This design comes from an exercise in tuning for small area, a short achievable clock period and few clock cycles per item on the open sky130 flow, not from production work. Only simulation tests tie the RTL to the original design; equivalence was not proved. Power figures rest on the tool's default switching activity, not on a simulated workload.

`design.v`:
```
module sc_reduce (
    input  wire         clk,
    input  wire         rst,
    input  wire         in_valid,
    output wire         in_ready,
    input  wire [255:0] in_data,
    output wire         out_valid,
    input  wire         out_ready,
    output wire [255:0] out_data
);
    reg         v;       
    reg         fx;      
    reg [252:0] r;       
    reg         rb;      
    wire hold = v & ~out_ready;          
    wire [3:0]   h  = in_data[255:252];
    wire [128:0] xl = (fx | hold) ? r[128:0] : in_data[128:0];
    wire [122:0] xu = in_data[251:129];
    reg  [128:0] th;     
    always @(*) begin
        case (h)
            4'd0: th = 129'h0;
            4'd1: th = 129'h14def9dea2f79cd65812631a5cf5d3ed;
            4'd2: th = 129'h29bdf3bd45ef39acb024c634b9eba7da;
            4'd3: th = 129'h3e9ced9be8e6d6830837294f16e17bc7;
            4'd4: th = 129'h537be77a8bde735960498c6973d74fb4;
            4'd5: th = 129'h685ae1592ed6102fb85bef83d0cd23a1;
            4'd6: th = 129'h7d39db37d1cdad06106e529e2dc2f78e;
            4'd7: th = 129'h9218d51674c549dc6880b5b88ab8cb7b;
            4'd8: th = 129'ha6f7cef517bce6b2c09318d2e7ae9f68;
            4'd9: th = 129'hbbd6c8d3bab4838918a57bed44a47355;
            4'd10: th = 129'hd0b5c2b25dac205f70b7df07a19a4742;
            4'd11: th = 129'he594bc9100a3bd35c8ca4221fe901b2f;
            4'd12: th = 129'hfa73b66fa39b5a0c20dca53c5b85ef1c;
            4'd13: th = 129'h10f52b04e4692f6e278ef0856b87bc309;
            4'd14: th = 129'h12431aa2ce98a93b8d1016b71157196f6;
            4'd15: th = 129'h13910a40b8c82308f2913ce8b72676ae3;
            default: th = 129'h0;
        endcase
    end
    wire [128:0] t = fx ? 129'h1eb2106215d086329a7ed9ce5a30a2c13 : hold ? 129'd0 : th;    
    wire [128:0] d_g;
    wire [128:0] d_k;
    assign d_g = xl & ~t;   
    assign d_k = ~(xl ^ t);  
    wire d_G0_0 = d_g[3] | d_k[3] & (d_g[2] | d_k[2] & (d_g[1] | d_k[1] & (d_g[0])));
    wire d_P0_0 = d_k[3] & d_k[2] & d_k[1] & d_k[0];
    wire d_G1_0 = d_g[7] | d_k[7] & (d_g[6] | d_k[6] & (d_g[5] | d_k[5] & (d_g[4])));
    wire d_P1_0 = d_k[7] & d_k[6] & d_k[5] & d_k[4];
    wire d_G2_0 = d_g[11] | d_k[11] & (d_g[10] | d_k[10] & (d_g[9] | d_k[9] & (d_g[8])));
    wire d_P2_0 = d_k[11] & d_k[10] & d_k[9] & d_k[8];
    wire d_G3_0 = d_g[15] | d_k[15] & (d_g[14] | d_k[14] & (d_g[13] | d_k[13] & (d_g[12])));
    wire d_P3_0 = d_k[15] & d_k[14] & d_k[13] & d_k[12];
    wire d_G4_0 = d_g[19] | d_k[19] & (d_g[18] | d_k[18] & (d_g[17] | d_k[17] & (d_g[16])));
    wire d_P4_0 = d_k[19] & d_k[18] & d_k[17] & d_k[16];
    wire d_G5_0 = d_g[23] | d_k[23] & (d_g[22] | d_k[22] & (d_g[21] | d_k[21] & (d_g[20])));
    wire d_P5_0 = d_k[23] & d_k[22] & d_k[21] & d_k[20];
    wire d_G6_0 = d_g[27] | d_k[27] & (d_g[26] | d_k[26] & (d_g[25] | d_k[25] & (d_g[24])));
    wire d_P6_0 = d_k[27] & d_k[26] & d_k[25] & d_k[24];
    wire d_G7_0 = d_g[31] | d_k[31] & (d_g[30] | d_k[30] & (d_g[29] | d_k[29] & (d_g[28])));
    wire d_P7_0 = d_k[31] & d_k[30] & d_k[29] & d_k[28];
    wire d_G8_0 = d_g[35] | d_k[35] & (d_g[34] | d_k[34] & (d_g[33] | d_k[33] & (d_g[32])));
    wire d_P8_0 = d_k[35] & d_k[34] & d_k[33] & d_k[32];
    wire d_G9_0 = d_g[39] | d_k[39] & (d_g[38] | d_k[38] & (d_g[37] | d_k[37] & (d_g[36])));
    wire d_P9_0 = d_k[39] & d_k[38] & d_k[37] & d_k[36];
    wire d_G10_0 = d_g[43] | d_k[43] & (d_g[42] | d_k[42] & (d_g[41] | d_k[41] & (d_g[40])));
    wire d_P10_0 = d_k[43] & d_k[42] & d_k[41] & d_k[40];
    wire d_G11_0 = d_g[47] | d_k[47] & (d_g[46] | d_k[46] & (d_g[45] | d_k[45] & (d_g[44])));
    wire d_P11_0 = d_k[47] & d_k[46] & d_k[45] & d_k[44];
    wire d_G12_0 = d_g[51] | d_k[51] & (d_g[50] | d_k[50] & (d_g[49] | d_k[49] & (d_g[48])));
    wire d_P12_0 = d_k[51] & d_k[50] & d_k[49] & d_k[48];
    wire d_G13_0 = d_g[55] | d_k[55] & (d_g[54] | d_k[54] & (d_g[53] | d_k[53] & (d_g[52])));
    wire d_P13_0 = d_k[55] & d_k[54] & d_k[53] & d_k[52];
    wire d_G14_0 = d_g[59] | d_k[59] & (d_g[58] | d_k[58] & (d_g[57] | d_k[57] & (d_g[56])));
    wire d_P14_0 = d_k[59] & d_k[58] & d_k[57] & d_k[56];
    wire d_G15_0 = d_g[63] | d_k[63] & (d_g[62] | d_k[62] & (d_g[61] | d_k[61] & (d_g[60])));
    wire d_P15_0 = d_k[63] & d_k[62] & d_k[61] & d_k[60];
    wire d_G16_0 = d_g[67] | d_k[67] & (d_g[66] | d_k[66] & (d_g[65] | d_k[65] & (d_g[64])));
    wire d_P16_0 = d_k[67] & d_k[66] & d_k[65] & d_k[64];
    wire d_G17_0 = d_g[71] | d_k[71] & (d_g[70] | d_k[70] & (d_g[69] | d_k[69] & (d_g[68])));
    wire d_P17_0 = d_k[71] & d_k[70] & d_k[69] & d_k[68];
    wire d_G18_0 = d_g[75] | d_k[75] & (d_g[74] | d_k[74] & (d_g[73] | d_k[73] & (d_g[72])));
    wire d_P18_0 = d_k[75] & d_k[74] & d_k[73] & d_k[72];
    wire d_G19_0 = d_g[79] | d_k[79] & (d_g[78] | d_k[78] & (d_g[77] | d_k[77] & (d_g[76])));
    wire d_P19_0 = d_k[79] & d_k[78] & d_k[77] & d_k[76];
    wire d_G20_0 = d_g[83] | d_k[83] & (d_g[82] | d_k[82] & (d_g[81] | d_k[81] & (d_g[80])));
    wire d_P20_0 = d_k[83] & d_k[82] & d_k[81] & d_k[80];
    wire d_G21_0 = d_g[87] | d_k[87] & (d_g[86] | d_k[86] & (d_g[85] | d_k[85] & (d_g[84])));
    wire d_P21_0 = d_k[87] & d_k[86] & d_k[85] & d_k[84];
    wire d_G22_0 = d_g[91] | d_k[91] & (d_g[90] | d_k[90] & (d_g[89] | d_k[89] & (d_g[88])));
    wire d_P22_0 = d_k[91] & d_k[90] & d_k[89] & d_k[88];
    wire d_G23_0 = d_g[95] | d_k[95] & (d_g[94] | d_k[94] & (d_g[93] | d_k[93] & (d_g[92])));
    wire d_P23_0 = d_k[95] & d_k[94] & d_k[93] & d_k[92];
    wire d_G24_0 = d_g[99] | d_k[99] & (d_g[98] | d_k[98] & (d_g[97] | d_k[97] & (d_g[96])));
    wire d_P24_0 = d_k[99] & d_k[98] & d_k[97] & d_k[96];
    wire d_G25_0 = d_g[103] | d_k[103] & (d_g[102] | d_k[102] & (d_g[101] | d_k[101] & (d_g[100])));
    wire d_P25_0 = d_k[103] & d_k[102] & d_k[101] & d_k[100];
    wire d_G26_0 = d_g[107] | d_k[107] & (d_g[106] | d_k[106] & (d_g[105] | d_k[105] & (d_g[104])));
    wire d_P26_0 = d_k[107] & d_k[106] & d_k[105] & d_k[104];
    wire d_G27_0 = d_g[111] | d_k[111] & (d_g[110] | d_k[110] & (d_g[109] | d_k[109] & (d_g[108])));
    wire d_P27_0 = d_k[111] & d_k[110] & d_k[109] & d_k[108];
    wire d_G28_0 = d_g[115] | d_k[115] & (d_g[114] | d_k[114] & (d_g[113] | d_k[113] & (d_g[112])));
    wire d_P28_0 = d_k[115] & d_k[114] & d_k[113] & d_k[112];
    wire d_G29_0 = d_g[119] | d_k[119] & (d_g[118] | d_k[118] & (d_g[117] | d_k[117] & (d_g[116])));
    wire d_P29_0 = d_k[119] & d_k[118] & d_k[117] & d_k[116];
    wire d_G30_0 = d_g[123] | d_k[123] & (d_g[122] | d_k[122] & (d_g[121] | d_k[121] & (d_g[120])));
    wire d_P30_0 = d_k[123] & d_k[122] & d_k[121] & d_k[120];
    wire d_G31_0 = d_g[127] | d_k[127] & (d_g[126] | d_k[126] & (d_g[125] | d_k[125] & (d_g[124])));
    wire d_P31_0 = d_k[127] & d_k[126] & d_k[125] & d_k[124];
    wire d_G32_0 = d_g[128];
    wire d_P32_0 = d_k[128];
    wire d_C0 = d_G0_0 | d_P0_0;
    wire d_G1_1 = d_G1_0 | d_P1_0 & d_C0;
    wire d_G3_2 = d_G3_0 | d_P3_0 & d_G2_0;
    wire d_P3_2 = d_P3_0 & d_P2_0;
    wire d_G5_3 = d_G5_0 | d_P5_0 & d_G4_0;
    wire d_P5_3 = d_P5_0 & d_P4_0;
    wire d_G7_4 = d_G7_0 | d_P7_0 & d_G6_0;
    wire d_P7_4 = d_P7_0 & d_P6_0;
    wire d_G9_5 = d_G9_0 | d_P9_0 & d_G8_0;
    wire d_P9_5 = d_P9_0 & d_P8_0;
    wire d_G11_6 = d_G11_0 | d_P11_0 & d_G10_0;
    wire d_P11_6 = d_P11_0 & d_P10_0;
    wire d_G13_7 = d_G13_0 | d_P13_0 & d_G12_0;
    wire d_P13_7 = d_P13_0 & d_P12_0;
    wire d_G15_8 = d_G15_0 | d_P15_0 & d_G14_0;
    wire d_P15_8 = d_P15_0 & d_P14_0;
    wire d_G17_9 = d_G17_0 | d_P17_0 & d_G16_0;
    wire d_P17_9 = d_P17_0 & d_P16_0;
    wire d_G19_10 = d_G19_0 | d_P19_0 & d_G18_0;
    wire d_P19_10 = d_P19_0 & d_P18_0;
    wire d_G21_11 = d_G21_0 | d_P21_0 & d_G20_0;
    wire d_P21_11 = d_P21_0 & d_P20_0;
    wire d_G23_12 = d_G23_0 | d_P23_0 & d_G22_0;
    wire d_P23_12 = d_P23_0 & d_P22_0;
    wire d_G25_13 = d_G25_0 | d_P25_0 & d_G24_0;
    wire d_P25_13 = d_P25_0 & d_P24_0;
    wire d_G27_14 = d_G27_0 | d_P27_0 & d_G26_0;
    wire d_P27_14 = d_P27_0 & d_P26_0;
    wire d_G29_15 = d_G29_0 | d_P29_0 & d_G28_0;
    wire d_P29_15 = d_P29_0 & d_P28_0;
    wire d_G31_16 = d_G31_0 | d_P31_0 & d_G30_0;
    wire d_P31_16 = d_P31_0 & d_P30_0;
    wire d_G2_17 = d_G2_0 | d_P2_0 & d_G1_1;
    wire d_G3_18 = d_G3_2 | d_P3_2 & d_G1_1;
    wire d_G6_19 = d_G6_0 | d_P6_0 & d_G5_3;
    wire d_P6_19 = d_P6_0 & d_P5_3;
    wire d_G7_20 = d_G7_4 | d_P7_4 & d_G5_3;
    wire d_P7_20 = d_P7_4 & d_P5_3;
    wire d_G10_21 = d_G10_0 | d_P10_0 & d_G9_5;
    wire d_P10_21 = d_P10_0 & d_P9_5;
    wire d_G11_22 = d_G11_6 | d_P11_6 & d_G9_5;
    wire d_P11_22 = d_P11_6 & d_P9_5;
    wire d_G14_23 = d_G14_0 | d_P14_0 & d_G13_7;
    wire d_P14_23 = d_P14_0 & d_P13_7;
    wire d_G15_24 = d_G15_8 | d_P15_8 & d_G13_7;
    wire d_P15_24 = d_P15_8 & d_P13_7;
    wire d_G18_25 = d_G18_0 | d_P18_0 & d_G17_9;
    wire d_P18_25 = d_P18_0 & d_P17_9;
    wire d_G19_26 = d_G19_10 | d_P19_10 & d_G17_9;
    wire d_P19_26 = d_P19_10 & d_P17_9;
    wire d_G22_27 = d_G22_0 | d_P22_0 & d_G21_11;
    wire d_P22_27 = d_P22_0 & d_P21_11;
    wire d_G23_28 = d_G23_12 | d_P23_12 & d_G21_11;
    wire d_P23_28 = d_P23_12 & d_P21_11;
    wire d_G26_29 = d_G26_0 | d_P26_0 & d_G25_13;
    wire d_P26_29 = d_P26_0 & d_P25_13;
    wire d_G27_30 = d_G27_14 | d_P27_14 & d_G25_13;
    wire d_P27_30 = d_P27_14 & d_P25_13;
    wire d_G30_31 = d_G30_0 | d_P30_0 & d_G29_15;
    wire d_P30_31 = d_P30_0 & d_P29_15;
    wire d_G31_32 = d_G31_16 | d_P31_16 & d_G29_15;
    wire d_P31_32 = d_P31_16 & d_P29_15;
    wire d_G4_33 = d_G4_0 | d_P4_0 & d_G3_18;
    wire d_G5_34 = d_G5_3 | d_P5_3 & d_G3_18;
    wire d_G6_35 = d_G6_19 | d_P6_19 & d_G3_18;
    wire d_G7_36 = d_G7_20 | d_P7_20 & d_G3_18;
    wire d_G12_37 = d_G12_0 | d_P12_0 & d_G11_22;
    wire d_P12_37 = d_P12_0 & d_P11_22;
    wire d_G13_38 = d_G13_7 | d_P13_7 & d_G11_22;
    wire d_P13_38 = d_P13_7 & d_P11_22;
    wire d_G14_39 = d_G14_23 | d_P14_23 & d_G11_22;
    wire d_P14_39 = d_P14_23 & d_P11_22;
    wire d_G15_40 = d_G15_24 | d_P15_24 & d_G11_22;
    wire d_P15_40 = d_P15_24 & d_P11_22;
    wire d_G20_41 = d_G20_0 | d_P20_0 & d_G19_26;
    wire d_P20_41 = d_P20_0 & d_P19_26;
    wire d_G21_42 = d_G21_11 | d_P21_11 & d_G19_26;
    wire d_P21_42 = d_P21_11 & d_P19_26;
    wire d_G22_43 = d_G22_27 | d_P22_27 & d_G19_26;
    wire d_P22_43 = d_P22_27 & d_P19_26;
    wire d_G23_44 = d_G23_28 | d_P23_28 & d_G19_26;
    wire d_P23_44 = d_P23_28 & d_P19_26;
    wire d_G28_45 = d_G28_0 | d_P28_0 & d_G27_30;
    wire d_P28_45 = d_P28_0 & d_P27_30;
    wire d_G29_46 = d_G29_15 | d_P29_15 & d_G27_30;
    wire d_P29_46 = d_P29_15 & d_P27_30;
    wire d_G30_47 = d_G30_31 | d_P30_31 & d_G27_30;
    wire d_P30_47 = d_P30_31 & d_P27_30;
    wire d_G31_48 = d_G31_32 | d_P31_32 & d_G27_30;
    wire d_P31_48 = d_P31_32 & d_P27_30;
    wire d_G8_49 = d_G8_0 | d_P8_0 & d_G7_36;
    wire d_G9_50 = d_G9_5 | d_P9_5 & d_G7_36;
    wire d_G10_51 = d_G10_21 | d_P10_21 & d_G7_36;
    wire d_G11_52 = d_G11_22 | d_P11_22 & d_G7_36;
    wire d_G12_53 = d_G12_37 | d_P12_37 & d_G7_36;
    wire d_G13_54 = d_G13_38 | d_P13_38 & d_G7_36;
    wire d_G14_55 = d_G14_39 | d_P14_39 & d_G7_36;
    wire d_G15_56 = d_G15_40 | d_P15_40 & d_G7_36;
    wire d_G24_57 = d_G24_0 | d_P24_0 & d_G23_44;
    wire d_P24_57 = d_P24_0 & d_P23_44;
    wire d_G25_58 = d_G25_13 | d_P25_13 & d_G23_44;
    wire d_P25_58 = d_P25_13 & d_P23_44;
    wire d_G26_59 = d_G26_29 | d_P26_29 & d_G23_44;
    wire d_P26_59 = d_P26_29 & d_P23_44;
    wire d_G27_60 = d_G27_30 | d_P27_30 & d_G23_44;
    wire d_P27_60 = d_P27_30 & d_P23_44;
    wire d_G28_61 = d_G28_45 | d_P28_45 & d_G23_44;
    wire d_P28_61 = d_P28_45 & d_P23_44;
    wire d_G29_62 = d_G29_46 | d_P29_46 & d_G23_44;
    wire d_P29_62 = d_P29_46 & d_P23_44;
    wire d_G30_63 = d_G30_47 | d_P30_47 & d_G23_44;
    wire d_P30_63 = d_P30_47 & d_P23_44;
    wire d_G31_64 = d_G31_48 | d_P31_48 & d_G23_44;
    wire d_P31_64 = d_P31_48 & d_P23_44;
    wire d_G16_65 = d_G16_0 | d_P16_0 & d_G15_56;
    wire d_G17_66 = d_G17_9 | d_P17_9 & d_G15_56;
    wire d_G18_67 = d_G18_25 | d_P18_25 & d_G15_56;
    wire d_G19_68 = d_G19_26 | d_P19_26 & d_G15_56;
    wire d_G20_69 = d_G20_41 | d_P20_41 & d_G15_56;
    wire d_G21_70 = d_G21_42 | d_P21_42 & d_G15_56;
    wire d_G22_71 = d_G22_43 | d_P22_43 & d_G15_56;
    wire d_G23_72 = d_G23_44 | d_P23_44 & d_G15_56;
    wire d_G24_73 = d_G24_57 | d_P24_57 & d_G15_56;
    wire d_G25_74 = d_G25_58 | d_P25_58 & d_G15_56;
    wire d_G26_75 = d_G26_59 | d_P26_59 & d_G15_56;
    wire d_G27_76 = d_G27_60 | d_P27_60 & d_G15_56;
    wire d_G28_77 = d_G28_61 | d_P28_61 & d_G15_56;
    wire d_G29_78 = d_G29_62 | d_P29_62 & d_G15_56;
    wire d_G30_79 = d_G30_63 | d_P30_63 & d_G15_56;
    wire d_G31_80 = d_G31_64 | d_P31_64 & d_G15_56;
    wire d_G32_81 = d_G32_0 | d_P32_0 & d_G31_80;
    wire [129:0] d_c;
    assign d_c[0] = 1'b1;
    assign d_c[1] = d_g[0] | (d_k[0]) & 1'b1;
    assign d_c[2] = d_g[1] | d_k[1] & (d_g[0]) | (d_k[1] & d_k[0]) & 1'b1;
    assign d_c[3] = d_g[2] | d_k[2] & (d_g[1] | d_k[1] & (d_g[0])) | (d_k[2] & d_k[1] & d_k[0]) & 1'b1;
    assign d_c[4] = d_C0;
    assign d_c[5] = d_g[4] | (d_k[4]) & d_C0;
    assign d_c[6] = d_g[5] | d_k[5] & (d_g[4]) | (d_k[5] & d_k[4]) & d_C0;
    assign d_c[7] = d_g[6] | d_k[6] & (d_g[5] | d_k[5] & (d_g[4])) | (d_k[6] & d_k[5] & d_k[4]) & d_C0;
    assign d_c[8] = d_G1_1;
    assign d_c[9] = d_g[8] | (d_k[8]) & d_G1_1;
    assign d_c[10] = d_g[9] | d_k[9] & (d_g[8]) | (d_k[9] & d_k[8]) & d_G1_1;
    assign d_c[11] = d_g[10] | d_k[10] & (d_g[9] | d_k[9] & (d_g[8])) | (d_k[10] & d_k[9] & d_k[8]) & d_G1_1;
    assign d_c[12] = d_G2_17;
    assign d_c[13] = d_g[12] | (d_k[12]) & d_G2_17;
    assign d_c[14] = d_g[13] | d_k[13] & (d_g[12]) | (d_k[13] & d_k[12]) & d_G2_17;
    assign d_c[15] = d_g[14] | d_k[14] & (d_g[13] | d_k[13] & (d_g[12])) | (d_k[14] & d_k[13] & d_k[12]) & d_G2_17;
    assign d_c[16] = d_G3_18;
    assign d_c[17] = d_g[16] | (d_k[16]) & d_G3_18;
    assign d_c[18] = d_g[17] | d_k[17] & (d_g[16]) | (d_k[17] & d_k[16]) & d_G3_18;
    assign d_c[19] = d_g[18] | d_k[18] & (d_g[17] | d_k[17] & (d_g[16])) | (d_k[18] & d_k[17] & d_k[16]) & d_G3_18;
    assign d_c[20] = d_G4_33;
    assign d_c[21] = d_g[20] | (d_k[20]) & d_G4_33;
    assign d_c[22] = d_g[21] | d_k[21] & (d_g[20]) | (d_k[21] & d_k[20]) & d_G4_33;
    assign d_c[23] = d_g[22] | d_k[22] & (d_g[21] | d_k[21] & (d_g[20])) | (d_k[22] & d_k[21] & d_k[20]) & d_G4_33;
    assign d_c[24] = d_G5_34;
    assign d_c[25] = d_g[24] | (d_k[24]) & d_G5_34;
    assign d_c[26] = d_g[25] | d_k[25] & (d_g[24]) | (d_k[25] & d_k[24]) & d_G5_34;
    assign d_c[27] = d_g[26] | d_k[26] & (d_g[25] | d_k[25] & (d_g[24])) | (d_k[26] & d_k[25] & d_k[24]) & d_G5_34;
    assign d_c[28] = d_G6_35;
    assign d_c[29] = d_g[28] | (d_k[28]) & d_G6_35;
    assign d_c[30] = d_g[29] | d_k[29] & (d_g[28]) | (d_k[29] & d_k[28]) & d_G6_35;
    assign d_c[31] = d_g[30] | d_k[30] & (d_g[29] | d_k[29] & (d_g[28])) | (d_k[30] & d_k[29] & d_k[28]) & d_G6_35;
    assign d_c[32] = d_G7_36;
    assign d_c[33] = d_g[32] | (d_k[32]) & d_G7_36;
    assign d_c[34] = d_g[33] | d_k[33] & (d_g[32]) | (d_k[33] & d_k[32]) & d_G7_36;
    assign d_c[35] = d_g[34] | d_k[34] & (d_g[33] | d_k[33] & (d_g[32])) | (d_k[34] & d_k[33] & d_k[32]) & d_G7_36;
    assign d_c[36] = d_G8_49;
    assign d_c[37] = d_g[36] | (d_k[36]) & d_G8_49;
    assign d_c[38] = d_g[37] | d_k[37] & (d_g[36]) | (d_k[37] & d_k[36]) & d_G8_49;
    assign d_c[39] = d_g[38] | d_k[38] & (d_g[37] | d_k[37] & (d_g[36])) | (d_k[38] & d_k[37] & d_k[36]) & d_G8_49;
    assign d_c[40] = d_G9_50;
    assign d_c[41] = d_g[40] | (d_k[40]) & d_G9_50;
    assign d_c[42] = d_g[41] | d_k[41] & (d_g[40]) | (d_k[41] & d_k[40]) & d_G9_50;
    assign d_c[43] = d_g[42] | d_k[42] & (d_g[41] | d_k[41] & (d_g[40])) | (d_k[42] & d_k[41] & d_k[40]) & d_G9_50;
    assign d_c[44] = d_G10_51;
    assign d_c[45] = d_g[44] | (d_k[44]) & d_G10_51;
    assign d_c[46] = d_g[45] | d_k[45] & (d_g[44]) | (d_k[45] & d_k[44]) & d_G10_51;
    assign d_c[47] = d_g[46] | d_k[46] & (d_g[45] | d_k[45] & (d_g[44])) | (d_k[46] & d_k[45] & d_k[44]) & d_G10_51;
    assign d_c[48] = d_G11_52;
    assign d_c[49] = d_g[48] | (d_k[48]) & d_G11_52;
    assign d_c[50] = d_g[49] | d_k[49] & (d_g[48]) | (d_k[49] & d_k[48]) & d_G11_52;
    assign d_c[51] = d_g[50] | d_k[50] & (d_g[49] | d_k[49] & (d_g[48])) | (d_k[50] & d_k[49] & d_k[48]) & d_G11_52;
    assign d_c[52] = d_G12_53;
    assign d_c[53] = d_g[52] | (d_k[52]) & d_G12_53;
    assign d_c[54] = d_g[53] | d_k[53] & (d_g[52]) | (d_k[53] & d_k[52]) & d_G12_53;
    assign d_c[55] = d_g[54] | d_k[54] & (d_g[53] | d_k[53] & (d_g[52])) | (d_k[54] & d_k[53] & d_k[52]) & d_G12_53;
    assign d_c[56] = d_G13_54;
    assign d_c[57] = d_g[56] | (d_k[56]) & d_G13_54;
    assign d_c[58] = d_g[57] | d_k[57] & (d_g[56]) | (d_k[57] & d_k[56]) & d_G13_54;
    assign d_c[59] = d_g[58] | d_k[58] & (d_g[57] | d_k[57] & (d_g[56])) | (d_k[58] & d_k[57] & d_k[56]) & d_G13_54;
    assign d_c[60] = d_G14_55;
    assign d_c[61] = d_g[60] | (d_k[60]) & d_G14_55;
    assign d_c[62] = d_g[61] | d_k[61] & (d_g[60]) | (d_k[61] & d_k[60]) & d_G14_55;
    assign d_c[63] = d_g[62] | d_k[62] & (d_g[61] | d_k[61] & (d_g[60])) | (d_k[62] & d_k[61] & d_k[60]) & d_G14_55;
    assign d_c[64] = d_G15_56;
    assign d_c[65] = d_g[64] | (d_k[64]) & d_G15_56;
    assign d_c[66] = d_g[65] | d_k[65] & (d_g[64]) | (d_k[65] & d_k[64]) & d_G15_56;
    assign d_c[67] = d_g[66] | d_k[66] & (d_g[65] | d_k[65] & (d_g[64])) | (d_k[66] & d_k[65] & d_k[64]) & d_G15_56;
    assign d_c[68] = d_G16_65;
    assign d_c[69] = d_g[68] | (d_k[68]) & d_G16_65;
    assign d_c[70] = d_g[69] | d_k[69] & (d_g[68]) | (d_k[69] & d_k[68]) & d_G16_65;
    assign d_c[71] = d_g[70] | d_k[70] & (d_g[69] | d_k[69] & (d_g[68])) | (d_k[70] & d_k[69] & d_k[68]) & d_G16_65;
    assign d_c[72] = d_G17_66;
    assign d_c[73] = d_g[72] | (d_k[72]) & d_G17_66;
    assign d_c[74] = d_g[73] | d_k[73] & (d_g[72]) | (d_k[73] & d_k[72]) & d_G17_66;
    assign d_c[75] = d_g[74] | d_k[74] & (d_g[73] | d_k[73] & (d_g[72])) | (d_k[74] & d_k[73] & d_k[72]) & d_G17_66;
    assign d_c[76] = d_G18_67;
    assign d_c[77] = d_g[76] | (d_k[76]) & d_G18_67;
    assign d_c[78] = d_g[77] | d_k[77] & (d_g[76]) | (d_k[77] & d_k[76]) & d_G18_67;
    assign d_c[79] = d_g[78] | d_k[78] & (d_g[77] | d_k[77] & (d_g[76])) | (d_k[78] & d_k[77] & d_k[76]) & d_G18_67;
    assign d_c[80] = d_G19_68;
    assign d_c[81] = d_g[80] | (d_k[80]) & d_G19_68;
    assign d_c[82] = d_g[81] | d_k[81] & (d_g[80]) | (d_k[81] & d_k[80]) & d_G19_68;
    assign d_c[83] = d_g[82] | d_k[82] & (d_g[81] | d_k[81] & (d_g[80])) | (d_k[82] & d_k[81] & d_k[80]) & d_G19_68;
    assign d_c[84] = d_G20_69;
    assign d_c[85] = d_g[84] | (d_k[84]) & d_G20_69;
    assign d_c[86] = d_g[85] | d_k[85] & (d_g[84]) | (d_k[85] & d_k[84]) & d_G20_69;
    assign d_c[87] = d_g[86] | d_k[86] & (d_g[85] | d_k[85] & (d_g[84])) | (d_k[86] & d_k[85] & d_k[84]) & d_G20_69;
    assign d_c[88] = d_G21_70;
    assign d_c[89] = d_g[88] | (d_k[88]) & d_G21_70;
    assign d_c[90] = d_g[89] | d_k[89] & (d_g[88]) | (d_k[89] & d_k[88]) & d_G21_70;
    assign d_c[91] = d_g[90] | d_k[90] & (d_g[89] | d_k[89] & (d_g[88])) | (d_k[90] & d_k[89] & d_k[88]) & d_G21_70;
    assign d_c[92] = d_G22_71;
    assign d_c[93] = d_g[92] | (d_k[92]) & d_G22_71;
    assign d_c[94] = d_g[93] | d_k[93] & (d_g[92]) | (d_k[93] & d_k[92]) & d_G22_71;
    assign d_c[95] = d_g[94] | d_k[94] & (d_g[93] | d_k[93] & (d_g[92])) | (d_k[94] & d_k[93] & d_k[92]) & d_G22_71;
    assign d_c[96] = d_G23_72;
    assign d_c[97] = d_g[96] | (d_k[96]) & d_G23_72;
    assign d_c[98] = d_g[97] | d_k[97] & (d_g[96]) | (d_k[97] & d_k[96]) & d_G23_72;
    assign d_c[99] = d_g[98] | d_k[98] & (d_g[97] | d_k[97] & (d_g[96])) | (d_k[98] & d_k[97] & d_k[96]) & d_G23_72;
    assign d_c[100] = d_G24_73;
    assign d_c[101] = d_g[100] | (d_k[100]) & d_G24_73;
    assign d_c[102] = d_g[101] | d_k[101] & (d_g[100]) | (d_k[101] & d_k[100]) & d_G24_73;
    assign d_c[103] = d_g[102] | d_k[102] & (d_g[101] | d_k[101] & (d_g[100])) | (d_k[102] & d_k[101] & d_k[100]) & d_G24_73;
    assign d_c[104] = d_G25_74;
    assign d_c[105] = d_g[104] | (d_k[104]) & d_G25_74;
    assign d_c[106] = d_g[105] | d_k[105] & (d_g[104]) | (d_k[105] & d_k[104]) & d_G25_74;
    assign d_c[107] = d_g[106] | d_k[106] & (d_g[105] | d_k[105] & (d_g[104])) | (d_k[106] & d_k[105] & d_k[104]) & d_G25_74;
    assign d_c[108] = d_G26_75;
    assign d_c[109] = d_g[108] | (d_k[108]) & d_G26_75;
    assign d_c[110] = d_g[109] | d_k[109] & (d_g[108]) | (d_k[109] & d_k[108]) & d_G26_75;
    assign d_c[111] = d_g[110] | d_k[110] & (d_g[109] | d_k[109] & (d_g[108])) | (d_k[110] & d_k[109] & d_k[108]) & d_G26_75;
    assign d_c[112] = d_G27_76;
    assign d_c[113] = d_g[112] | (d_k[112]) & d_G27_76;
    assign d_c[114] = d_g[113] | d_k[113] & (d_g[112]) | (d_k[113] & d_k[112]) & d_G27_76;
    assign d_c[115] = d_g[114] | d_k[114] & (d_g[113] | d_k[113] & (d_g[112])) | (d_k[114] & d_k[113] & d_k[112]) & d_G27_76;
    assign d_c[116] = d_G28_77;
    assign d_c[117] = d_g[116] | (d_k[116]) & d_G28_77;
    assign d_c[118] = d_g[117] | d_k[117] & (d_g[116]) | (d_k[117] & d_k[116]) & d_G28_77;
    assign d_c[119] = d_g[118] | d_k[118] & (d_g[117] | d_k[117] & (d_g[116])) | (d_k[118] & d_k[117] & d_k[116]) & d_G28_77;
    assign d_c[120] = d_G29_78;
    assign d_c[121] = d_g[120] | (d_k[120]) & d_G29_78;
    assign d_c[122] = d_g[121] | d_k[121] & (d_g[120]) | (d_k[121] & d_k[120]) & d_G29_78;
    assign d_c[123] = d_g[122] | d_k[122] & (d_g[121] | d_k[121] & (d_g[120])) | (d_k[122] & d_k[121] & d_k[120]) & d_G29_78;
    assign d_c[124] = d_G30_79;
    assign d_c[125] = d_g[124] | (d_k[124]) & d_G30_79;
    assign d_c[126] = d_g[125] | d_k[125] & (d_g[124]) | (d_k[125] & d_k[124]) & d_G30_79;
    assign d_c[127] = d_g[126] | d_k[126] & (d_g[125] | d_k[125] & (d_g[124])) | (d_k[126] & d_k[125] & d_k[124]) & d_G30_79;
    assign d_c[128] = d_G31_80;
    assign d_c[129] = d_G32_81;
    wire [128:0] d_s = d_k ^ d_c[128:0];
    wire d_bo = ~d_c[129];
    wire neg = ~fx & d_bo & ~|xu;          
    wire adv = ~v | out_ready;
    wire [122:0] ru_dec;
    sc_reduce_dec u_dec (.u(r[251:129]), .b(rb), .y(ru_dec));
    sc_reduce_rdy u_rdy (.out_ready(out_ready), .v(v), .fx(fx), .in_ready(in_ready));
    assign out_valid = v;
    assign out_data  = {3'b000, r[252], ru_dec, r[128:0]};
    always @(posedge clk) begin
        if (rst) begin
            v  <= 1'b0;
            fx <= 1'b0;
        end else if (fx) begin
            v  <= 1'b1;
            fx <= 1'b0;
        end else if (adv) begin
            v  <= in_valid & ~neg;
            fx <= in_valid & neg;
        end
        r[128:0] <= d_s;
        if (adv) begin
            r[252] <= fx & ~d_bo;
            rb     <= d_bo;
        end
        if (adv & ~fx)
            r[251:129] <= xu;
    end
endmodule
module sc_reduce_dec (
    input  wire [122:0] u,
    input  wire         b,
    output wire [122:0] y
);
    wire [122:0] ru = u;
    wire [123:0] u_z;
    assign u_z[0] = 1'b1;
    wire u_B0_0 = ~|ru[3:0];
    wire u_B1_0 = ~|ru[7:4];
    wire u_B2_0 = ~|ru[11:8];
    wire u_B3_0 = ~|ru[15:12];
    wire u_B4_0 = ~|ru[19:16];
    wire u_B5_0 = ~|ru[23:20];
    wire u_B6_0 = ~|ru[27:24];
    wire u_B7_0 = ~|ru[31:28];
    wire u_B8_0 = ~|ru[35:32];
    wire u_B9_0 = ~|ru[39:36];
    wire u_B10_0 = ~|ru[43:40];
    wire u_B11_0 = ~|ru[47:44];
    wire u_B12_0 = ~|ru[51:48];
    wire u_B13_0 = ~|ru[55:52];
    wire u_B14_0 = ~|ru[59:56];
    wire u_B15_0 = ~|ru[63:60];
    wire u_B16_0 = ~|ru[67:64];
    wire u_B17_0 = ~|ru[71:68];
    wire u_B18_0 = ~|ru[75:72];
    wire u_B19_0 = ~|ru[79:76];
    wire u_B20_0 = ~|ru[83:80];
    wire u_B21_0 = ~|ru[87:84];
    wire u_B22_0 = ~|ru[91:88];
    wire u_B23_0 = ~|ru[95:92];
    wire u_B24_0 = ~|ru[99:96];
    wire u_B25_0 = ~|ru[103:100];
    wire u_B26_0 = ~|ru[107:104];
    wire u_B27_0 = ~|ru[111:108];
    wire u_B28_0 = ~|ru[115:112];
    wire u_B29_0 = ~|ru[119:116];
    wire u_B30_0 = ~|ru[122:120];
    wire u_B1_1 = u_B1_0 & u_B0_0;
    wire u_B3_1 = u_B3_0 & u_B2_0;
    wire u_B5_1 = u_B5_0 & u_B4_0;
    wire u_B7_1 = u_B7_0 & u_B6_0;
    wire u_B9_1 = u_B9_0 & u_B8_0;
    wire u_B11_1 = u_B11_0 & u_B10_0;
    wire u_B13_1 = u_B13_0 & u_B12_0;
    wire u_B15_1 = u_B15_0 & u_B14_0;
    wire u_B17_1 = u_B17_0 & u_B16_0;
    wire u_B19_1 = u_B19_0 & u_B18_0;
    wire u_B21_1 = u_B21_0 & u_B20_0;
    wire u_B23_1 = u_B23_0 & u_B22_0;
    wire u_B25_1 = u_B25_0 & u_B24_0;
    wire u_B27_1 = u_B27_0 & u_B26_0;
    wire u_B29_1 = u_B29_0 & u_B28_0;
    wire u_B2_2 = u_B2_0 & u_B1_1;
    wire u_B3_2 = u_B3_1 & u_B1_1;
    wire u_B6_2 = u_B6_0 & u_B5_1;
    wire u_B7_2 = u_B7_1 & u_B5_1;
    wire u_B10_2 = u_B10_0 & u_B9_1;
    wire u_B11_2 = u_B11_1 & u_B9_1;
    wire u_B14_2 = u_B14_0 & u_B13_1;
    wire u_B15_2 = u_B15_1 & u_B13_1;
    wire u_B18_2 = u_B18_0 & u_B17_1;
    wire u_B19_2 = u_B19_1 & u_B17_1;
    wire u_B22_2 = u_B22_0 & u_B21_1;
    wire u_B23_2 = u_B23_1 & u_B21_1;
    wire u_B26_2 = u_B26_0 & u_B25_1;
    wire u_B27_2 = u_B27_1 & u_B25_1;
    wire u_B30_2 = u_B30_0 & u_B29_1;
    wire u_B4_3 = u_B4_0 & u_B3_2;
    wire u_B5_3 = u_B5_1 & u_B3_2;
    wire u_B6_3 = u_B6_2 & u_B3_2;
    wire u_B7_3 = u_B7_2 & u_B3_2;
    wire u_B12_3 = u_B12_0 & u_B11_2;
    wire u_B13_3 = u_B13_1 & u_B11_2;
    wire u_B14_3 = u_B14_2 & u_B11_2;
    wire u_B15_3 = u_B15_2 & u_B11_2;
    wire u_B20_3 = u_B20_0 & u_B19_2;
    wire u_B21_3 = u_B21_1 & u_B19_2;
    wire u_B22_3 = u_B22_2 & u_B19_2;
    wire u_B23_3 = u_B23_2 & u_B19_2;
    wire u_B28_3 = u_B28_0 & u_B27_2;
    wire u_B29_3 = u_B29_1 & u_B27_2;
    wire u_B30_3 = u_B30_2 & u_B27_2;
    wire u_B8_4 = u_B8_0 & u_B7_3;
    wire u_B9_4 = u_B9_1 & u_B7_3;
    wire u_B10_4 = u_B10_2 & u_B7_3;
    wire u_B11_4 = u_B11_2 & u_B7_3;
    wire u_B12_4 = u_B12_3 & u_B7_3;
    wire u_B13_4 = u_B13_3 & u_B7_3;
    wire u_B14_4 = u_B14_3 & u_B7_3;
    wire u_B15_4 = u_B15_3 & u_B7_3;
    wire u_B24_4 = u_B24_0 & u_B23_3;
    wire u_B25_4 = u_B25_1 & u_B23_3;
    wire u_B26_4 = u_B26_2 & u_B23_3;
    wire u_B27_4 = u_B27_2 & u_B23_3;
    wire u_B28_4 = u_B28_3 & u_B23_3;
    wire u_B29_4 = u_B29_3 & u_B23_3;
    wire u_B30_4 = u_B30_3 & u_B23_3;
    wire u_B16_5 = u_B16_0 & u_B15_4;
    wire u_B17_5 = u_B17_1 & u_B15_4;
    wire u_B18_5 = u_B18_2 & u_B15_4;
    wire u_B19_5 = u_B19_2 & u_B15_4;
    wire u_B20_5 = u_B20_3 & u_B15_4;
    wire u_B21_5 = u_B21_3 & u_B15_4;
    wire u_B22_5 = u_B22_3 & u_B15_4;
    wire u_B23_5 = u_B23_3 & u_B15_4;
    wire u_B24_5 = u_B24_4 & u_B15_4;
    wire u_B25_5 = u_B25_4 & u_B15_4;
    wire u_B26_5 = u_B26_4 & u_B15_4;
    wire u_B27_5 = u_B27_4 & u_B15_4;
    wire u_B28_5 = u_B28_4 & u_B15_4;
    wire u_B29_5 = u_B29_4 & u_B15_4;
    wire u_B30_5 = u_B30_4 & u_B15_4;
    assign u_z[1] = ~|ru[0:0];
    assign u_z[2] = ~|ru[1:0];
    assign u_z[3] = ~|ru[2:0];
    assign u_z[4] = u_B0_0;
    assign u_z[5] = u_B0_0 & ~|ru[4:4];
    assign u_z[6] = u_B0_0 & ~|ru[5:4];
    assign u_z[7] = u_B0_0 & ~|ru[6:4];
    assign u_z[8] = u_B1_1;
    assign u_z[9] = u_B1_1 & ~|ru[8:8];
    assign u_z[10] = u_B1_1 & ~|ru[9:8];
    assign u_z[11] = u_B1_1 & ~|ru[10:8];
    assign u_z[12] = u_B2_2;
    assign u_z[13] = u_B2_2 & ~|ru[12:12];
    assign u_z[14] = u_B2_2 & ~|ru[13:12];
    assign u_z[15] = u_B2_2 & ~|ru[14:12];
    assign u_z[16] = u_B3_2;
    assign u_z[17] = u_B3_2 & ~|ru[16:16];
    assign u_z[18] = u_B3_2 & ~|ru[17:16];
    assign u_z[19] = u_B3_2 & ~|ru[18:16];
    assign u_z[20] = u_B4_3;
    assign u_z[21] = u_B4_3 & ~|ru[20:20];
    assign u_z[22] = u_B4_3 & ~|ru[21:20];
    assign u_z[23] = u_B4_3 & ~|ru[22:20];
    assign u_z[24] = u_B5_3;
    assign u_z[25] = u_B5_3 & ~|ru[24:24];
    assign u_z[26] = u_B5_3 & ~|ru[25:24];
    assign u_z[27] = u_B5_3 & ~|ru[26:24];
    assign u_z[28] = u_B6_3;
    assign u_z[29] = u_B6_3 & ~|ru[28:28];
    assign u_z[30] = u_B6_3 & ~|ru[29:28];
    assign u_z[31] = u_B6_3 & ~|ru[30:28];
    assign u_z[32] = u_B7_3;
    assign u_z[33] = u_B7_3 & ~|ru[32:32];
    assign u_z[34] = u_B7_3 & ~|ru[33:32];
    assign u_z[35] = u_B7_3 & ~|ru[34:32];
    assign u_z[36] = u_B8_4;
    assign u_z[37] = u_B8_4 & ~|ru[36:36];
    assign u_z[38] = u_B8_4 & ~|ru[37:36];
    assign u_z[39] = u_B8_4 & ~|ru[38:36];
    assign u_z[40] = u_B9_4;
    assign u_z[41] = u_B9_4 & ~|ru[40:40];
    assign u_z[42] = u_B9_4 & ~|ru[41:40];
    assign u_z[43] = u_B9_4 & ~|ru[42:40];
    assign u_z[44] = u_B10_4;
    assign u_z[45] = u_B10_4 & ~|ru[44:44];
    assign u_z[46] = u_B10_4 & ~|ru[45:44];
    assign u_z[47] = u_B10_4 & ~|ru[46:44];
    assign u_z[48] = u_B11_4;
    assign u_z[49] = u_B11_4 & ~|ru[48:48];
    assign u_z[50] = u_B11_4 & ~|ru[49:48];
    assign u_z[51] = u_B11_4 & ~|ru[50:48];
    assign u_z[52] = u_B12_4;
    assign u_z[53] = u_B12_4 & ~|ru[52:52];
    assign u_z[54] = u_B12_4 & ~|ru[53:52];
    assign u_z[55] = u_B12_4 & ~|ru[54:52];
    assign u_z[56] = u_B13_4;
    assign u_z[57] = u_B13_4 & ~|ru[56:56];
    assign u_z[58] = u_B13_4 & ~|ru[57:56];
    assign u_z[59] = u_B13_4 & ~|ru[58:56];
    assign u_z[60] = u_B14_4;
    assign u_z[61] = u_B14_4 & ~|ru[60:60];
    assign u_z[62] = u_B14_4 & ~|ru[61:60];
    assign u_z[63] = u_B14_4 & ~|ru[62:60];
    assign u_z[64] = u_B15_4;
    assign u_z[65] = u_B15_4 & ~|ru[64:64];
    assign u_z[66] = u_B15_4 & ~|ru[65:64];
    assign u_z[67] = u_B15_4 & ~|ru[66:64];
    assign u_z[68] = u_B16_5;
    assign u_z[69] = u_B16_5 & ~|ru[68:68];
    assign u_z[70] = u_B16_5 & ~|ru[69:68];
    assign u_z[71] = u_B16_5 & ~|ru[70:68];
    assign u_z[72] = u_B17_5;
    assign u_z[73] = u_B17_5 & ~|ru[72:72];
    assign u_z[74] = u_B17_5 & ~|ru[73:72];
    assign u_z[75] = u_B17_5 & ~|ru[74:72];
    assign u_z[76] = u_B18_5;
    assign u_z[77] = u_B18_5 & ~|ru[76:76];
    assign u_z[78] = u_B18_5 & ~|ru[77:76];
    assign u_z[79] = u_B18_5 & ~|ru[78:76];
    assign u_z[80] = u_B19_5;
    assign u_z[81] = u_B19_5 & ~|ru[80:80];
    assign u_z[82] = u_B19_5 & ~|ru[81:80];
    assign u_z[83] = u_B19_5 & ~|ru[82:80];
    assign u_z[84] = u_B20_5;
    assign u_z[85] = u_B20_5 & ~|ru[84:84];
    assign u_z[86] = u_B20_5 & ~|ru[85:84];
    assign u_z[87] = u_B20_5 & ~|ru[86:84];
    assign u_z[88] = u_B21_5;
    assign u_z[89] = u_B21_5 & ~|ru[88:88];
    assign u_z[90] = u_B21_5 & ~|ru[89:88];
    assign u_z[91] = u_B21_5 & ~|ru[90:88];
    assign u_z[92] = u_B22_5;
    assign u_z[93] = u_B22_5 & ~|ru[92:92];
    assign u_z[94] = u_B22_5 & ~|ru[93:92];
    assign u_z[95] = u_B22_5 & ~|ru[94:92];
    assign u_z[96] = u_B23_5;
    assign u_z[97] = u_B23_5 & ~|ru[96:96];
    assign u_z[98] = u_B23_5 & ~|ru[97:96];
    assign u_z[99] = u_B23_5 & ~|ru[98:96];
    assign u_z[100] = u_B24_5;
    assign u_z[101] = u_B24_5 & ~|ru[100:100];
    assign u_z[102] = u_B24_5 & ~|ru[101:100];
    assign u_z[103] = u_B24_5 & ~|ru[102:100];
    assign u_z[104] = u_B25_5;
    assign u_z[105] = u_B25_5 & ~|ru[104:104];
    assign u_z[106] = u_B25_5 & ~|ru[105:104];
    assign u_z[107] = u_B25_5 & ~|ru[106:104];
    assign u_z[108] = u_B26_5;
    assign u_z[109] = u_B26_5 & ~|ru[108:108];
    assign u_z[110] = u_B26_5 & ~|ru[109:108];
    assign u_z[111] = u_B26_5 & ~|ru[110:108];
    assign u_z[112] = u_B27_5;
    assign u_z[113] = u_B27_5 & ~|ru[112:112];
    assign u_z[114] = u_B27_5 & ~|ru[113:112];
    assign u_z[115] = u_B27_5 & ~|ru[114:112];
    assign u_z[116] = u_B28_5;
    assign u_z[117] = u_B28_5 & ~|ru[116:116];
    assign u_z[118] = u_B28_5 & ~|ru[117:116];
    assign u_z[119] = u_B28_5 & ~|ru[118:116];
    assign u_z[120] = u_B29_5;
    assign u_z[121] = u_B29_5 & ~|ru[120:120];
    assign u_z[122] = u_B29_5 & ~|ru[121:120];
    assign u_z[123] = u_B30_5;
    assign y = ru ^ ({123{b}} & u_z[122:0]);
endmodule
module sc_reduce_rdy (
    input  wire out_ready,
    input  wire v,
    input  wire fx,
    output wire in_ready
);
    assign in_ready = ~fx & (~v | out_ready);
endmodule
```
`flow/run.sh`:
```
#!/bin/bash
# Layout flow: the standard layout (standard.sh), with these changes:
#  - synthesis without the full/half-adder extraction (ADDER_MAP_FILE empty),
#    so ABC maps the hand-built prefix adder itself;
#  - port buffers are buf_1 cells;
set -euo pipefail
bash standard.sh ADDER_MAP_FILE= \
  'BUFFER_PORTS_ARGS=-buffer_cell sky130_fd_sc_hd__buf_1' \
  SETUP_SLACK_MARGIN=5.4 \
  finish > flow_make.log 2>&1
```
`standard.sh`:
```
#!/bin/bash
# synth_recipe.tcl (not shown) runs the flow's synth.tcl, then flattens the netlist and writes it again
# the make line also repeats each setting of config.mk as NAME=value (left out here)
make -C /OpenROAD-flow-scripts/flow DESIGN_CONFIG=/design/flow/config.mk WORK_HOME=/design/flow/orfs CLKGATE_MAP_FILE= SYNTH_SCRIPT=/design/flow/synth_recipe.tcl "${@:-finish}"
```
`config.mk`:
```
export PLATFORM = sky130hd
export DESIGN_NAME = sc_reduce
export DESIGN_NICKNAME = sc_reduce
export VERILOG_FILES = /design/flow/design.v
export SDC_FILE = /design/flow/constraint.sdc
export NUM_CORES = 4
export LEC_CHECK = 0
export ABC_AREA = 1
export CAP_MARGIN = 20
export CORE_MARGIN = 2
export CORE_UTILIZATION = 40
export SLEW_MARGIN = 20
export SYNTH_HIERARCHICAL = 1
export TNS_END_PERCENT = 0
```
`constraint.sdc`:
```
create_clock -name core_clock -period 10.0 [get_ports {clk}]
set_input_delay 2.0000 -clock core_clock [delete_from_list [all_inputs] [get_ports {clk}]]
set_output_delay 2.0000 -clock core_clock [all_outputs]
set_load 0.01 [all_outputs]
```
==> metrics.cfg, run 1 <==
[floorplanning]
fp.coreArea_um2=47900
die_w_um=225
pin_count=518
dieArea_um2=50600
num_rows=80
start_util_pct=40.7
die_h_um=225

[clock_network]
htreeDepth=1
root_buffer=clkbuf_16
clock-sinks=256
tritoncts=built
clk_latency_ns=0.58
clockBufferDepth=3
cts_hold_buf=0
cts_buffers=30
path_clk_slew_ns=0.06

[final_layout]
fillCellCount=4982
final_nets=3726
fin_util_pct=49.9
final_cell_mix=nand2_1 (1167), buf_1 (499), inv_1 (307), nand3_1 (191), nor2_1 (179)
final_layout_size_suffix_gt1_share_pct=12.6
layout.cells.most_common=nand2_1
syn_to_final_growth_pct=22.5

[hold_path]
hold_path.startpoint=r[0]
hold_class=flop to flop

[routing]
postRouteAntennaNets=0
routed_wl_mm=76.4
via_per_inst=5.04
post_drt_wl_per_cell_um=18.6
first_pass_iters=6
drcViolationCount=0
vias=20719
drt_iter0_markers=1665

[synth]
netlist_instances=3002
synth_flop_cell=dfxtp_1
netlist_area_um2=19500
syn_avg_cell_area_um2=6.50
synthDistinctLibCells=59
synth_warnings=7
synthArstFlopShare_pct=0
synth-edff-count=125
synth_seq_area_share_pct=32.7
synth-seq-cells=256

[sta]
finalCritPeriodShare_pct=45.9
setup_viol=0
slew_violations=0
maxSlewHeadroom_pct=52.4
rsz0062_at_grt=yes
tightest_slew_ns=0.706
final_hold_viol_count=0
setup_tns_ns=0
fmaxAchievable_mhz=218
fin_skew_ns=0.0225
fin_crit_ns=4.59

[grt]
grt_max_degree=66
grt_pass1_vias=18861
grt_overflow=0
antenna_found_initial=8
grt_pass1_wl_mm=109
gr-max-usage-layer=met2
grt_util_all_layers_pct=28.2
global_route.usage.met1_pct=34.8
met2_usage_pct=49.6
met3_usage_pct=5.07

[power]
p_per_area_nw_per_um2=176
leakage_uw=0.0118
ir_drop_mv=0.125
total_power_uw=4220

[critical_path]
critPathLaunchType=flop
crit_fanout=9
arrival_ns=2.59
crit_path_start=r[169]
cp.required_ns=8.00
crit_path_end_kind=output port
crit_type=flop to output port
reg2reg_from=fx

[status]
status=finished clean

[place]
io_buffer_count=514
place_congestion=0.973
dp_hpwl_mm=57.2

[job]
drv_cap=0

[sequential cells by signal, indices dropped and copies added, names as in the netlist]
name,cells
r,253
rb,1
fx,1
v,1
[worst max-delay path: stages, from the launching register on]
cell and delay [ns]:
edfxtp_1 0.43, nor2_2 0.18, nand2_1 0.11, nor2_1 0.19, nand2_4 0.11, nor2_4 0.23
nand2_8 0.16, or2_2 0.32, nand2_1 0.07, nand2_1 0.07, buf_1 0.14
[cell type report]
type / count / area, um^2 / share of cell area (%)
clock inverters: 25 / 235 / 0.984
clock buffers: 31 / 754 / 3.15
repair inverters: 4 / 58.8 / 0.246
flip-flops and latches: 256 / 6380 / 26.7
inverters: 331 / 1320 / 5.50
repair buffers: 612 / 3090 / 12.9
multi-input cells: 2231 / 11300 / 47.3
well taps: 615 / 769 / 3.22
diodes: 3 / 7.51 / 0.0314
[path summary, 6_finish.rpt]
check | end | slack, ns | cells after the start
max | out_data[194] | 5.41 | 10
min | r[0] | 0.58 | 4
max reg2reg | r[90] | 5.96 | 23
min reg2reg | r[0] | 0.58 | 4
[cells in the mapped netlist, types with 3 or more instances]
| library cell | number | area share, % |
|---|---|---|
| inv_1 | 312 | 6.0 |
| xor2_1 | 95 | 4.3 |
| nand4_1 | 47 | 1.5 |
| nor2_1 | 227 | 4.4 |
| mux2i_1 | 10 | 0.51 |
| buf_4 | 151 | 5.8 |
| o21ai_1 | 14 | 0.36 |
| nand3_2 | 13 | 0.67 |
| nand3_1 | 197 | 5.1 |
| o21ai_0 | 89 | 2.3 |
| a21oi_1 | 44 | 1.1 |
| or2_1 | 6 | 0.19 |
| nand2_4 | 9 | 0.52 |
| a31oi_1 | 3 | 0.096 |
| nor4_1 | 32 | 1.0 |
| buf_6 | 12 | 0.69 |
| edfxtp_1 | 125 | 19 |
| nor3_2 | 5 | 0.26 |
| clkbuf_1 | 5 | 0.096 |
| a22oi_1 | 5 | 0.19 |
| xnor2_1 | 41 | 1.8 |
| dfxtp_1 | 131 | 13 |
| a21o_1 | 5 | 0.19 |
| a21boi_0 | 8 | 0.31 |
| nor2_2 | 17 | 0.54 |
| buf_2 | 20 | 0.51 |
| o211ai_1 | 5 | 0.19 |
| nand2_1 | 1219 | 23 |
| nor3_1 | 24 | 0.62 |
| or2_2 | 31 | 0.99 |
| inv_2 | 15 | 0.29 |
| nor2_4 | 4 | 0.23 |
| a21oi_2 | 5 | 0.22 |
| nand2_2 | 22 | 0.70 |
| nand3b_1 | 24 | 0.92 |
[through the flow]
stage	std cells	setup WS [ns]	hold WS, ns	cell area, um^2
6_report	4108	5.41	0.584	23900
5_1_grt	4105	5.24	0.605	23900
4_1_cts	4052	5.36	0.629	22700
3_5_place_dp	3950	3.54	0.618	20900
3_3_place_gp	3950	3.56	0.612	20900
2_1_floorplan	3004	5.37	0.567	19600
[where the power goes]
group / switching, uW / internal, uW
combinational: 1020 / 537
clock: 486 / 631
sequential: 189 / 1360
[Yosys stat by module, one instance, submodules excluded]
module,flops+latches,cells
sc_reduce_dec,0,588
sc_reduce_rdy,0,2
sc_reduce,256,2412
[layer usage]
layer / wire [um] / share of wire [%]
met5: 52 / 0.068
met4: 2910 / 3.8
met3: 6530 / 8.5
met2: 36500 / 48
met1: 30400 / 40
[cells by family after synthesis]
logic type,Yosys count,share of synthesized area [%]
and+or+nand+nor,1882,41.3
muxes,10,0.513
DFF,256,32.7
other,1,0.0192
AOI/OAI and AO/OA,195,5.76
xor gates and xnor gates,136,6.10
buffers and inverters,522,13.6
[repair_timing]
action | in CTS | in global routing
gates resized for setup | 98 | 196
pin swaps | 18 | 40
setup endpoints to repair | 257 | 192
hold endpoints to repair | 0 | 0
cloned | 10 | 8
buffers inserted | 36 | 45
Testbench counts, summed over its fixed seeds: cycles 1,608, values 1,600.
==> run 2, diff against run 1 <==
--- a/flow/run.sh
+++ b/flow/run.sh
@@ -8,3 +8,3 @@
   'BUFFER_PORTS_ARGS=-buffer_cell sky130_fd_sc_hd__buf_1' \
-  SETUP_SLACK_MARGIN=5.4 \
+  SETUP_SLACK_MARGIN=5.6 \
   finish > flow_make.log 2>&1
==> metrics.cfg, run 2 <==
[critical_path]
crit_path_end_kind=output port  ; unchanged
slowest_stage=a21oi_4  ; was edfxtp_1
arrival_ns=2.61  ; was 2.59 ns
r2r_slack_ns=6.00  ; was 5.96 ns
cp.required_ns=8.00  ; about the same
r2r-end=r[79]  ; was r[90]
slowest_delay_ns=0.26  ; was 0.43 ns
crit_fanout=3  ; was 9
critPathLaunchType=input pin  ; was flop
crit_family=buffers and inverters  ; was simple AND/OR/NAND/NOR gates
critPathBufInv=3  ; was 1
crit_type=input pin to output port  ; was flop to output port
reg2reg_depth=24  ; was 23
crit_chain=buf_8 > inv_4 > a21oi_4 > buf_2  ; was nor2_2 > nand2_1 > nor2_1 > nand2_4 > nor2_4 > nand2_8 > or2_2 > nand2_1 > nand2_1 > buf_1
reg2reg_from=fx  ; unchanged

[sta]
rsz0062_at_grt=yes  ; unchanged
setup_viol=0  ; unchanged
slew_violations=0  ; unchanged
final_hold_viol_count=0  ; unchanged
maxSlewHeadroom_pct=51.5  ; was 52.4%
tightest_slew_ns=0.720  ; was 0.706 ns
finalCritPeriodShare_pct=46.1  ; was 45.9%
fin_skew_ns=0.0279  ; was 0.0225 ns
fin_crit_ns=4.61  ; was 4.59 ns
holdWs_ns=0.604  ; was 0.584 ns
setup_tns_ns=0  ; unchanged
fmaxAchievable_mhz=217  ; was 218 MHz

[clock_network]
root_buffer=clkbuf_16  ; unchanged
tritoncts=built  ; unchanged
htreeDepth=1  ; unchanged
clock-sinks=256  ; unchanged
clk_latency_ns=0.61  ; was 0.58 ns
path_clk_slew_ns=0.05  ; was 0.06 ns
clockBufferDepth=3  ; unchanged
cts_hold_buf=0  ; unchanged
cts_buffers=31  ; was 30

[final_layout]
multi_input_area_um2=11500  ; was 11300 um^2
largest_reg_flops=253  ; unchanged
final_cell_mix=nand2_1 (1164), buf_1 (489), inv_1 (306), nand3_1 (180), nor2_1 (168)  ; was nand2_1 (1167), buf_1 (499), inv_1 (307), nand3_1 (191), nor2_1 (179)
syn_to_final_growth_pct=25.0  ; was 22.5%
area.sequential_um2=6380  ; unchanged
final_area_um2=24400  ; was 23900 um^2
finalNonFillerCells=4123  ; was 4108
fillCellCount=4910  ; was 4982
final_layout_size_suffix_gt1_share_pct=14.1  ; was 12.6%
largest-register=r  ; unchanged
layout.cells.most_common=nand2_1  ; unchanged
final_nets=3738  ; was 3726

[grt]
grt_overflow=0  ; unchanged
antenna_found_initial=7  ; was 8
grt_pass1_vias=18759  ; was 18861
grt_max_degree=71  ; was 66
grt_pass1_wl_mm=108  ; was 109 mm
grt_util_all_layers_pct=27.8  ; was 28.2%

[routing]
first_pass_iters=9  ; was 6
via_per_inst=5.09  ; was 5.04
post_drt_wl_per_cell_um=18.9  ; was 18.6 um
routed_wl_mm=78.1  ; was 76.4 mm
drt_iter0_markers=1817  ; was 1665
vias=21002  ; was 20719
postRouteAntennaNets=0  ; unchanged
drcViolationCount=0  ; unchanged

[status]
status=finished clean  ; unchanged

[synth]
synth_top_area_cell=nand2_1  ; unchanged
syn_avg_cell_area_um2=6.50  ; unchanged
synth-edff-count=125  ; unchanged
synth_flop_cell=dfxtp_1  ; unchanged
netlist_top_cells_count=nand2_1 (1219), inv_1 (312), nor2_1 (227), nand3_1 (197), buf_4 (151)  ; unchanged
synth_warnings=7  ; unchanged
synth_seq_area_share_pct=32.7  ; unchanged
synth_most_common_cell=nand2_1  ; unchanged
netlist_area_um2=19500  ; unchanged
synthTopCellsByArea=nand2_1 (23%), edfxtp_1 (19%), dfxtp_1 (13%)  ; unchanged
synth-seq-cells=256  ; unchanged
synthDistinctLibCells=59  ; unchanged
netlist_instances=3002  ; unchanged
synth_top_area_share_pct=23.4  ; unchanged
synthArstFlopShare_pct=0  ; unchanged

[power]
ir_drop_mv=0.174  ; was 0.125 mV
p_per_area_nw_per_um2=180  ; was 176 nW/um^2
leakage_uw=0.0120  ; was 0.0118 uW

[floorplanning]
die_h_um=225  ; unchanged
dieArea_um2=50600  ; unchanged
die_w_um=225  ; unchanged
start_util_pct=40.7  ; unchanged
pin_count=518  ; unchanged
num_rows=80  ; unchanged
fp.coreArea_um2=47900  ; unchanged

[place]
dp_hpwl_mm=56.9  ; was 57.2 mm
post_dp_cell_area_um2=21100  ; was 20900 um^2
place_congestion=0.979  ; was 0.973
io_buffer_count=514  ; unchanged
dp.cells=3951  ; was 3950

[hold_path]
hold_class=flop to flop  ; unchanged
hold_end=r[0]  ; unchanged
hold_path.startpoint=r[0]  ; unchanged
whs_path_depth=4  ; unchanged

[job]
drv_cap=0  ; unchanged

-- run 2: cell counts after synthesis --
No cell type changed its count.
-- run 2: report_power, final --
part	internal, uW	switching [uW]	leakage [uW]
Clock	773	493	0.000546
Combinational	539	1020	0.00905
Sequential	1360	198	0.00240
Total	2670	1710	0.0120
-- run 2: modules after synthesis, one instance, submodules excluded --
module	copies in the design	cells inside	flops+latches	area, um^2
sc_reduce_rdy	1	2	0	12.5
sc_reduce_dec	1	588	0	2540
sc_reduce	1	2412	256	17000
-- run 2: layer usage --
| layer | wire length, um | vias up | GRT usage [%] |
|---|---|---|---|
| met2 | 36300 | 960 | 48.0 |
| li1 | - | 10372 | - |
| met3 | 6810 | 217 | 5.28 |
| met4 | 3960 | 4 | 10.6 |
| met1 | 31000 | 9449 | 34.3 |
| met5 | 23 | - | 0 |
-- run 2: worst max path at each step --
stage	from	to	slack [ns]	cells past startpoint
after floorplan	in_data[253]	r[252]	5.54	21
after global placement	out_ready	r[106]	3.76	24
after detailed placement	out_ready	r[252]	3.68	22
after CTS	out_ready	in_ready	5.40	4
after global routing	out_ready	r[119]	5.23	23
final	out_ready	in_ready	5.39	4
-- run 2: kinds of logic (layout without fill, tap and decap cells) --
| group | count (synthesis) | count (layout) | synth area share [%] |
|---|---|---|---|
| flops | 256 | 256 | 32.7 |
| compound gates | 195 | 195 | 5.76 |
| other cells | 1 | 8 | 0.0192 |
| buf+inv | 522 | 1015 | 13.6 |
| xor+xnor | 136 | 136 | 6.10 |
| simple gates | 1882 | 1888 | 41.3 |
| mux | 10 | 10 | 0.513 |
-- run 2: metrics by stage --
step                utilization [%]  worst slack, ns  power, uW
floorplan                         -             5.54       2700
global placement               43.9             3.76       2960
detailed placement             43.9             3.68       2950
CTS                            47.4             5.40       4270
global route                   50.9             5.23       4620
finish                         50.9             5.39       4380
-- run 2: tightest hold or removal path, stage by stage (launching register included) --
cell and delay (ns):
dfxtp_1 0.31, inv_1 0.05, nand2_1 0.06, o21ai_2 0.08
xnor2_1 0.06
-- run 2: final cells by class --
class / count / area share (%)
Multi-Input combinational cell: 2232 / 47.0
Sequential cell: 256 / 26.1
Timing Repair Buffer: 617 / 12.9
Inverter: 331 / 5.54
Clock buffer: 37 / 3.39
Tap cell: 615 / 3.15
Clock inverter: 21 / 1.26
Timing Repair inverter: 9 / 0.538
Antenna cell: 5 / 0.0513
-- run 2: what timing repair did --
action / CTS / global route
endpoints found under the setup margin: 224 / 217
buffers inserted: 18 / 66
pin swaps: 11 / 47
resized for setup: 101 / 214
gates cloned: 7 / 18
==> run 3, diff against run 2 <==
==> flow/run.sh (replaced) <==
#!/bin/bash
# Layout flow: the standard layout (standard.sh), with two changes:
#  - synthesis without the full/half-adder extraction (ADDER_MAP_FILE empty),
#    so ABC maps the hand-built prefix adder itself;
#  - port buffers are buf_1 cells.
# Every register, its name and cell type are those of the standard synthesis.
set -euo pipefail
bash standard.sh ADDER_MAP_FILE= \
  'BUFFER_PORTS_ARGS=-buffer_cell sky130_fd_sc_hd__buf_1' \
  finish > flow_make.log 2>&1
--- a/config.mk
+++ b/config.mk
@@ -11,4 +11,4 @@
 export CORE_UTILIZATION = 40
+export SETUP_SLACK_MARGIN = 5
 export SLEW_MARGIN = 20
 export SYNTH_HIERARCHICAL = 1
-export TNS_END_PERCENT = 0
==> metrics.cfg, run 3 <==
[status]
status=finished clean  ; unchanged

[synth]
synth_top_area_cell=nand2_1  ; unchanged
synthTopCellsByArea=nand2_1 (23%), edfxtp_1 (19%), dfxtp_1 (13%)  ; unchanged
synth-seq-cells=256  ; unchanged
synthAdderAreaFrac_pct=0  ; unchanged
netlist_top_cells_count=nand2_1 (1219), inv_1 (312), nor2_1 (227), nand3_1 (197), buf_4 (151)  ; unchanged
synth_flop_cell=dfxtp_1  ; unchanged
netlist_area_um2=19500  ; unchanged
muxShareOfSynthArea_pct=0.513  ; unchanged
synthDistinctLibCells=59  ; unchanged
netlist_instances=3002  ; unchanged

[routing]
wl_met1_mm=30.0  ; was 31.0 mm
drt_iter0_markers=1782  ; was 1817
highest_layer=met4  ; was met5
wl_met3_mm=5.50  ; was 6.81 mm
postRouteAntennaNets=0  ; unchanged
dr_wl_met2_mm=33.4  ; was 36.3 mm

[critical_path]
cp.depth=22  ; was 4
cpMostUsedCell=nand2_1
slowest_delay_ns=0.27  ; was 0.26 ns
crit_family=simple AND/OR/NAND/NOR gates  ; was buffers and inverters
reg2reg_depth=24  ; unchanged
r2r_slack_ns=5.85  ; was 6.00 ns
slowest_stage=nor2_4  ; was a21oi_4
crit_chain=buf_1 > inv_2 > nand2_8 > nand2_8 > inv_16 > nand2_1 > nor2_4 > clkinvlp_4 > nand2_1 > inv_1 > a21boi_0 > nor2_1 > nor2_1 > nand2_1 > nand2_1 > nand2_1 > a21oi_1 > nand2_2 > a21oi_1 > nand2_2 > a21boi_1 > nor2_1  ; was buf_8 > inv_4 > a21oi_4 > buf_2
cp.required_ns=10.31  ; was 8.00 ns
r2r-end=r[78]  ; was r[79]

[final_layout]
layout.cells.most_common=nand2_1  ; unchanged
fillCellCount=5074  ; was 4910
largest-register=r  ; unchanged
final_layout_size_suffix_gt1_share_pct=7.22  ; was 14.1%

[clock_network]
clock-sinks=256  ; unchanged
clk_latency_ns=0.59  ; was 0.61 ns
clockBufferDepth=3  ; unchanged
tritoncts=built  ; unchanged
htreeDepth=1  ; unchanged

[hold_path]
hold_class=flop to flop  ; unchanged
hold_path.startpoint=r[57]  ; was r[0]

[floorplanning]
num_rows=80  ; unchanged
die_w_um=225  ; unchanged
die_h_um=225  ; unchanged
dieArea_um2=50600  ; unchanged

[sta]
setup_viol=0  ; unchanged
finalCritPeriodShare_pct=48.6  ; was 46.1%
rsz0062_at_grt=yes  ; unchanged

[grt]
grt_util_all_layers_pct=26.8  ; was 27.8%
grt_max_degree=77  ; was 71
grt_pass1_vias=18194  ; was 18759

[power]
p_per_area_nw_per_um2=187  ; was 180 nW/um^2

## run 3: cell counts after synthesis
Identical to the previous run, type by type.
## run 3: layout make-up
class	instances	area (um^2)	share of cell area [%]
Antenna cell	3	7.51	0.0334
Clock buffer	34	786	3.49
Clock inverter	22	315	1.40
Inverter	331	1280	5.71
Multi-Input combinational cell	2229	10700	47.4
Sequential cell	256	6380	28.3
Tap cell	615	769	3.42
Timing Repair Buffer	546	2270	10.1
Timing Repair inverter	2	25.0	0.111
## run 3: per-layer routing
layer | up-vias | track usage (%)
met2 | 851 | 45.8
met4 | 0 | 10.4
met1 | 9052 | 33.8
met5 | - | 0
li1 | 10158 | -
met3 | 147 | 4.29
## run 3: report_power, final
group | switching, uW | internal (uW) | total (uW) | leakage (uW)
Combinational | 953 | 466 | 1420 | 0.00821
Sequential | 192 | 1360 | 1550 | 0.00240
Clock | 483 | 748 | 1230 | 0.000533
Total | 1630 | 2570 | 4200 | 0.0111
## run 3: worst min-delay path by stage
stage	end	slack [ns]	cells past startpoint
floorplan	r[57]	0.57	2
global placement	r[57]	0.60	2
detailed placement	r[57]	0.62	2
CTS	r[57]	0.63	2
global route	r[57]	0.66	2
finish	r[57]	0.62	2
## run 3: stage by stage
stage	std cells	worst slack (ns)	hold WS [ns]	util, %	power [uW]
after floorplan	3004	5.05	0.567	-	2690
after global placement	3950	3.64	0.597	43.6	2940
after detailed placement	3950	3.60	0.618	43.6	2930
after CTS	4017	5.02	0.627	46.3	4180
after global routing	4038	4.93	0.657	46.9	4430
final	4038	5.14	0.623	46.9	4200
## run 3: Yosys stat by module (local to each module, per instance)
module	flops+latches	cells inside	times used	cell area (um^2)
sc_reduce	256	2412	1	17000
sc_reduce_rdy	0	2	1	12.5
sc_reduce_dec	0	588	1	2540
## run 3: worst min-delay path: stages (launching register included)
cell	delay (ns)
dfxtp_1	0.36
o21ai_1	0.10
xnor2_1	0.12
## run 3: cell families (layout without fill, tap and decap cells)
logic type	count (synthesis)	count (layout)
buffers and inverters	522	935
xor gates and xnor gates	136	136
AOI/OAI and AO/OA	195	195
muxes	10	10
other	1	6
DFF	256	256
and+or+nand+nor	1882	1885
## run 3: what timing repair did
action	CTS	global route
endpoints found under the setup margin	118	108
gates resized for setup	22	45
gates cloned	3	3
pin swaps	2	3
buffers inserted	8	15
hold buffers	0	0

## re-timing with driven ports
In the flow no input, the clock included, has a driving cell. The finished layouts below were timed again as built, in two steps.
Step 1 assumes that a clkbuf_16 drives the clock port and a buf_2 every other input.
Step 2 also shifts input and output timing later by t, the mid clock arrival at the registers, as if the neighbouring blocks saw the same clock.
Slacks: ideal / step 1 / step 2; pairs: ideal / step 1.
run	t, ns	slack for setup (ns)
run 1	0.631	5.410 / 5.350 / 4.796
run 2	0.655	5.389 / 5.297 / 4.736
run 3	0.637	5.135 / 5.119 / 4.483
After both steps every run listed still meets setup and hold.
